Background: an optimization exercise with open tools, aiming at small area and few clock cycles. Do not read the settings as production practice.
At most, simulation tests tie the RTL to the original design; equivalence was not proved.
Power is estimated from default activity; no workload was simulated.

== rev 12 ==
==> flow/design.v <==
module framer_tx (
    input  wire        clk,
    input  wire        rst,
    input  wire        seq_reset,
    input  wire        cmd_valid,
    output wire        cmd_ready,
    input  wire [2:0]  cmd_version,
    input  wire        cmd_packet_type,
    input  wire        cmd_sec_hdr_flag,
    input  wire [15:0] cmd_apid,
    input  wire [1:0]  cmd_seq_flags,
    input  wire [47:0] cmd_timing_info,
    input  wire [7:0]  cmd_segment_number,
    input  wire [7:0]  cmd_function_code,
    input  wire [15:0] cmd_address_code,
    input  wire [16:0] cmd_payload_len,
    input  wire        cmd_include_sync,
    input  wire        pl_valid,
    output wire        pl_ready,
    input  wire [7:0]  pl_byte,
    output reg         out_valid,
    input  wire        out_ready,
    output reg  [7:0]  out_byte,
    output wire        out_last,
    output reg         err_valid
);
    localparam [1:0] S_START = 2'd0;    
    localparam [1:0] S_MARK1 = 2'd1;    
    localparam [1:0] S_HDR   = 2'd2;    
    localparam [1:0] S_BODY  = 2'd3;    
    reg [1:0]  state;
    reg [13:0] seq_cnt;
    reg [15:0] cnt;
    reg [31:0] crc;
    wire too_big = (cmd_payload_len > 17'd65521);
    wire [15:0] data_length = cmd_payload_len[15:0] + 16'd13;
    reg [7:0] hdr_byte;
    always @* begin
        case (cnt[3:0])
            4'd9:  hdr_byte = {cmd_version, cmd_packet_type, cmd_sec_hdr_flag, cmd_apid[10:8]};
            4'd8:  hdr_byte = cmd_apid[7:0];
            4'd7:  hdr_byte = {cmd_seq_flags, seq_cnt[13:8]};
            4'd6:  hdr_byte = seq_cnt[7:0];
            4'd5:  hdr_byte = cnt[15:8];
            4'd4:  hdr_byte = {cnt[7:4], data_length[3:0]};
            4'd3:  hdr_byte = cmd_timing_info[47:40];
            4'd2:  hdr_byte = cmd_timing_info[39:32];
            4'd1:  hdr_byte = cmd_timing_info[31:24];
            4'd0:  hdr_byte = cmd_timing_info[23:16];
            4'd15: hdr_byte = cmd_timing_info[15:8];
            4'd14: hdr_byte = cmd_timing_info[7:0];
            4'd13: hdr_byte = cmd_segment_number;
            4'd12: hdr_byte = cmd_function_code;
            4'd11: hdr_byte = cmd_address_code[15:8];
            default: hdr_byte = cmd_address_code[7:0];
        endcase
    end
    wire pay_phase = (cnt[15:4] != 12'd0) || (cnt[3:1] == 3'b111);
    wire hdr_last  = (cnt[3:0] == 4'd10);
    wire crc_last  = (cnt[1:0] == 2'b10);
    wire [31:0] crc_out = ~crc;
    reg  [7:0]  crc_byte;
    always @* begin
        case (cnt[1:0])
            2'b01:   crc_byte = crc_out[31:24];
            2'b00:   crc_byte = crc_out[23:16];
            2'b11:   crc_byte = crc_out[15:8];
            default: crc_byte = crc_out[7:0];
        endcase
    end
    wire in_start = (state == S_START);
    wire in_hdr   = (state == S_HDR) || (in_start && !cmd_include_sync);
    wire in_pay   = (state == S_BODY) && pay_phase;
    wire in_crc   = (state == S_BODY) && !pay_phase;
    always @* begin
        out_valid = 1'b0;
        out_byte  = hdr_byte;
        case (state)
            S_START: begin
                out_valid = cmd_valid && !too_big;
                out_byte  = cmd_include_sync ? 8'h55 : hdr_byte;
            end
            S_MARK1: begin
                out_valid = 1'b1;
                out_byte  = 8'hAA;
            end
            S_HDR: begin
                out_valid = 1'b1;
                out_byte  = hdr_byte;
            end
            default: begin
                out_valid = pay_phase ? pl_valid : 1'b1;
                out_byte  = pay_phase ? pl_byte : crc_byte;
            end
        endcase
    end
    assign out_last = in_crc && crc_last;
    assign pl_ready = in_pay && out_ready;
    wire xfer      = out_valid && out_ready;
    wire hdr_done  = (state == S_HDR) && hdr_last && out_ready;
    assign cmd_ready = too_big || hdr_done;
    wire [7:0]  crc_din   = in_pay ? pl_byte : hdr_byte;
    wire [31:0] crc_cur   = crc;
    reg  [31:0] crc_next;
    integer i;
    always @* begin
        crc_next = crc_cur ^ {24'd0, crc_din};
        for (i = 0; i < 8; i = i + 1) begin
            if (crc_next[0])
                crc_next = (crc_next >> 1) ^ 32'hEDB88320;
            else
                crc_next = crc_next >> 1;
        end
    end
    always @(posedge clk) begin
        if (rst || (xfer && out_last))
            crc <= 32'hFFFFFFFF;
        else if (xfer && (in_hdr || in_pay))
            crc <= crc_next;
    end
    always @(posedge clk) begin
        if (rst) begin
            state     <= S_START;
            seq_cnt   <= 14'd0;
            cnt       <= 16'd9;
            err_valid <= 1'b0;
        end else begin
            err_valid <= cmd_valid && too_big;
            if (seq_reset)
                seq_cnt <= 14'd0;
            else if (hdr_done)
                seq_cnt <= seq_cnt + 14'd1;
            if (hdr_done)
                cnt[3:0] <= data_length[3:0];
            else if (xfer && state != S_MARK1 && !(in_start && cmd_include_sync))
                cnt[3:0] <= cnt[3:0] - 4'd1;
            if (state != S_BODY)
                cnt[15:4] <= data_length[15:4];
            else if (xfer && cnt[3:0] == 4'd0)
                cnt[15:4] <= cnt[15:4] - 12'd1;
            case (state)
                S_START: if (xfer) state <= cmd_include_sync ? S_MARK1 : S_HDR;
                S_MARK1: if (xfer) state <= S_HDR;
                S_HDR:   if (hdr_done) state <= S_BODY;
                default: if (xfer && !pay_phase && crc_last) state <= S_START;
            endcase
        end
    end
endmodule
clock: 5.0 ns
lec_check: 0
cap_margin: 20
core_margin: 2
core_utilization: 60
slew_margin: 20
standard.sh (not shown) runs the stock make flow with config.mk's settings and CLKGATE_MAP_FILE= SYNTH_SCRIPT=/design/flow/synth_recipe.tcl, a recipe that flattens the netlist after the stock synthesis.
==> flow/flow/run.sh <==
#!/bin/bash
# Standard synthesis, then an area re-mapping of its combinational logic
# (registers untouched: same cells, same names), then the standard layout
# with buf_1 port buffers and a small CTS without dummy loads.
set -uo pipefail
RES=orfs/results/${FLOW_PLATFORM}/framer_tx/base
LIB=${FLOW_HOME}/platforms/${FLOW_PLATFORM}/lib/sky130_fd_sc_hd__tt_025C_1v80.lib

bash standard.sh synth > synth.log 2>&1 || exit 1

cp $RES/1_2_yosys.v 1_2_yosys.std.v
sed "s#@LIB@#${LIB}#g" flow/reopt.ys > reopt.ys
if yosys -s reopt.ys > reopt.log 2>&1 && [ -s 1_2_yosys.reopt.v ]; then
  cp 1_2_yosys.reopt.v $RES/1_2_yosys.v
  touch $RES/1_2_yosys.v
fi

export BUFFER_PORTS_ARGS="-buffer_cell sky130_fd_sc_hd__buf_1"
export CTS_ARGS="-sink_clustering_enable -repair_clock_nets -dont_use_dummy_load -buf_list sky130_fd_sc_hd__clkbuf_4 -root_buf sky130_fd_sc_hd__clkbuf_8"
bash standard.sh > standard.log 2>&1
==> flow/flow/abc.constr <==
set_driving_cell sky130_fd_sc_hd__buf_1
set_load 10.0
==> flow/flow/deep.abc <==
strash
&get -n
&deepsyn -T 60
&put
dch -f
amap
topo
stime -c
buffer -c
upsize -c
dnsize -c
==> flow/flow/reopt.ys <==
# re-map the combinational logic of the standard synthesis for area;
# the registers stay the same cells with the same names
read_liberty -ignore_miss_func @LIB@
read_verilog 1_2_yosys.std.v
hierarchy -top framer_tx
setattr -mod -set keep_hierarchy 1 sky130_fd_sc_hd__dfxtp_* sky130_fd_sc_hd__edfxtp_*
flatten
blackbox sky130_fd_sc_hd__dfxtp_* sky130_fd_sc_hd__edfxtp_*
opt -purge
abc -D 5000 -constr flow/abc.constr -script flow/deep.abc -liberty @LIB@ -dont_use *probe* -dont_use *lpflow*
setundef -zero
opt_clean -purge
hilomap -singleton -hicell sky130_fd_sc_hd__conb_1 HI -locell sky130_fd_sc_hd__conb_1 LO
insbuf -buf sky130_fd_sc_hd__buf_4 A X
opt_clean -purge
hierarchy -top framer_tx
tee -o reopt_stat.txt stat -liberty @LIB@
write_verilog -noattr -nohex -nodec 1_2_yosys.reopt.v
Testbench counts of rev 12, summed over its fixed seeds: cycles 39,187.
### rev 12 -> rev 13
diff --git a/flow/design.v b/flow/design.v
--- a/flow/design.v
+++ b/flow/design.v
@@ -32,5 +32,5 @@
     reg [13:0] seq_cnt;
     reg [15:0] cnt;
-    reg [31:0] crc;
+    reg [31:0] crc_n;    
     wire too_big = (cmd_payload_len > 17'd65521);
     wire [15:0] data_length = cmd_payload_len[15:0] + 16'd13;
@@ -59,5 +59,5 @@
     wire hdr_last  = (cnt[3:0] == 4'd10);
     wire crc_last  = (cnt[1:0] == 2'b10);
-    wire [31:0] crc_out = ~crc;
+    wire [31:0] crc_out = crc_n;
     reg  [7:0]  crc_byte;
     always @* begin
@@ -73,25 +73,18 @@
     wire in_pay   = (state == S_BODY) && pay_phase;
     wire in_crc   = (state == S_BODY) && !pay_phase;
+    wire in_mark = (in_start && cmd_include_sync) || (state == S_MARK1);
+    wire [7:0] crc_din = in_pay ? pl_byte : hdr_byte;
     always @* begin
-        out_valid = 1'b0;
-        out_byte  = hdr_byte;
         case (state)
-            S_START: begin
-                out_valid = cmd_valid && !too_big;
-                out_byte  = cmd_include_sync ? 8'h55 : hdr_byte;
-            end
-            S_MARK1: begin
-                out_valid = 1'b1;
-                out_byte  = 8'hAA;
-            end
-            S_HDR: begin
-                out_valid = 1'b1;
-                out_byte  = hdr_byte;
-            end
-            default: begin
-                out_valid = pay_phase ? pl_valid : 1'b1;
-                out_byte  = pay_phase ? pl_byte : crc_byte;
-            end
+            S_START: out_valid = cmd_valid && !too_big;
+            S_BODY:  out_valid = !pay_phase || pl_valid;
+            default: out_valid = 1'b1;
         endcase
+        if (in_mark)
+            out_byte = (state == S_MARK1) ? 8'hAA : 8'h55;
+        else if (in_crc)
+            out_byte = crc_byte;
+        else
+            out_byte = crc_din;
     end
     assign out_last = in_crc && crc_last;
@@ -100,6 +93,5 @@
     wire hdr_done  = (state == S_HDR) && hdr_last && out_ready;
     assign cmd_ready = too_big || hdr_done;
-    wire [7:0]  crc_din   = in_pay ? pl_byte : hdr_byte;
-    wire [31:0] crc_cur   = crc;
+    wire [31:0] crc_cur   = ~crc_n;
     reg  [31:0] crc_next;
     integer i;
@@ -115,7 +107,7 @@
     always @(posedge clk) begin
         if (rst || (xfer && out_last))
-            crc <= 32'hFFFFFFFF;
+            crc_n <= 32'd0;
         else if (xfer && (in_hdr || in_pay))
-            crc <= crc_next;
+            crc_n <= ~crc_next;
     end
     always @(posedge clk) begin
==> run summary <==
- Rev 13 finished end to end and its layout was clean on timing, DRC and antenna.
- Going from rev 12 to rev 13, the fraction of power consumed by combinational cells was found to have gone down by 6.2 points.
- Rev 13 vs. rev 12: sequential share of cell area went down, total power after layout went down, number of standard cells after synthesis went up.
- Going from rev 12 to rev 13, final period demand of the worst path grows by 0.25 ns.
No functional check of the RTL was part of rev 13.

## separate check: timing with driven ports
In the flow no input, the clock included, has a driving cell. The finished layouts below were timed again as built, in two steps.
Step 1 sets driving cells, clkbuf_16 on the clock port and buf_2 on the other inputs (assumed; they add their load-dependent delay and slew).
Step 2 times the ports against the registers' clock, not the clock port: input delays grow and output delays shrink by t, the midpoint of the rising clock arrivals with the driver on.
Slacks: ideal ports / drivers / drivers and shift; pairs: ideal ports / drivers.
| run | shift t [ns] | slack for setup (ns) | worst register clock-pin slew, ns |
|---|---|---|---|
| rev 12 | 0.381 | 0.699 / 0.687 / 0.468 | 0.07 / 0.07 |
| rev 13 | 0.370 | 0.444 / 0.444 / 0.444 | 0.08 / 0.08 |
After both steps setup and hold are still met in every run listed. The setup slack of rev 12, which loses most, moves by -0.012 ns with the drivers and by -0.231 ns with both steps.
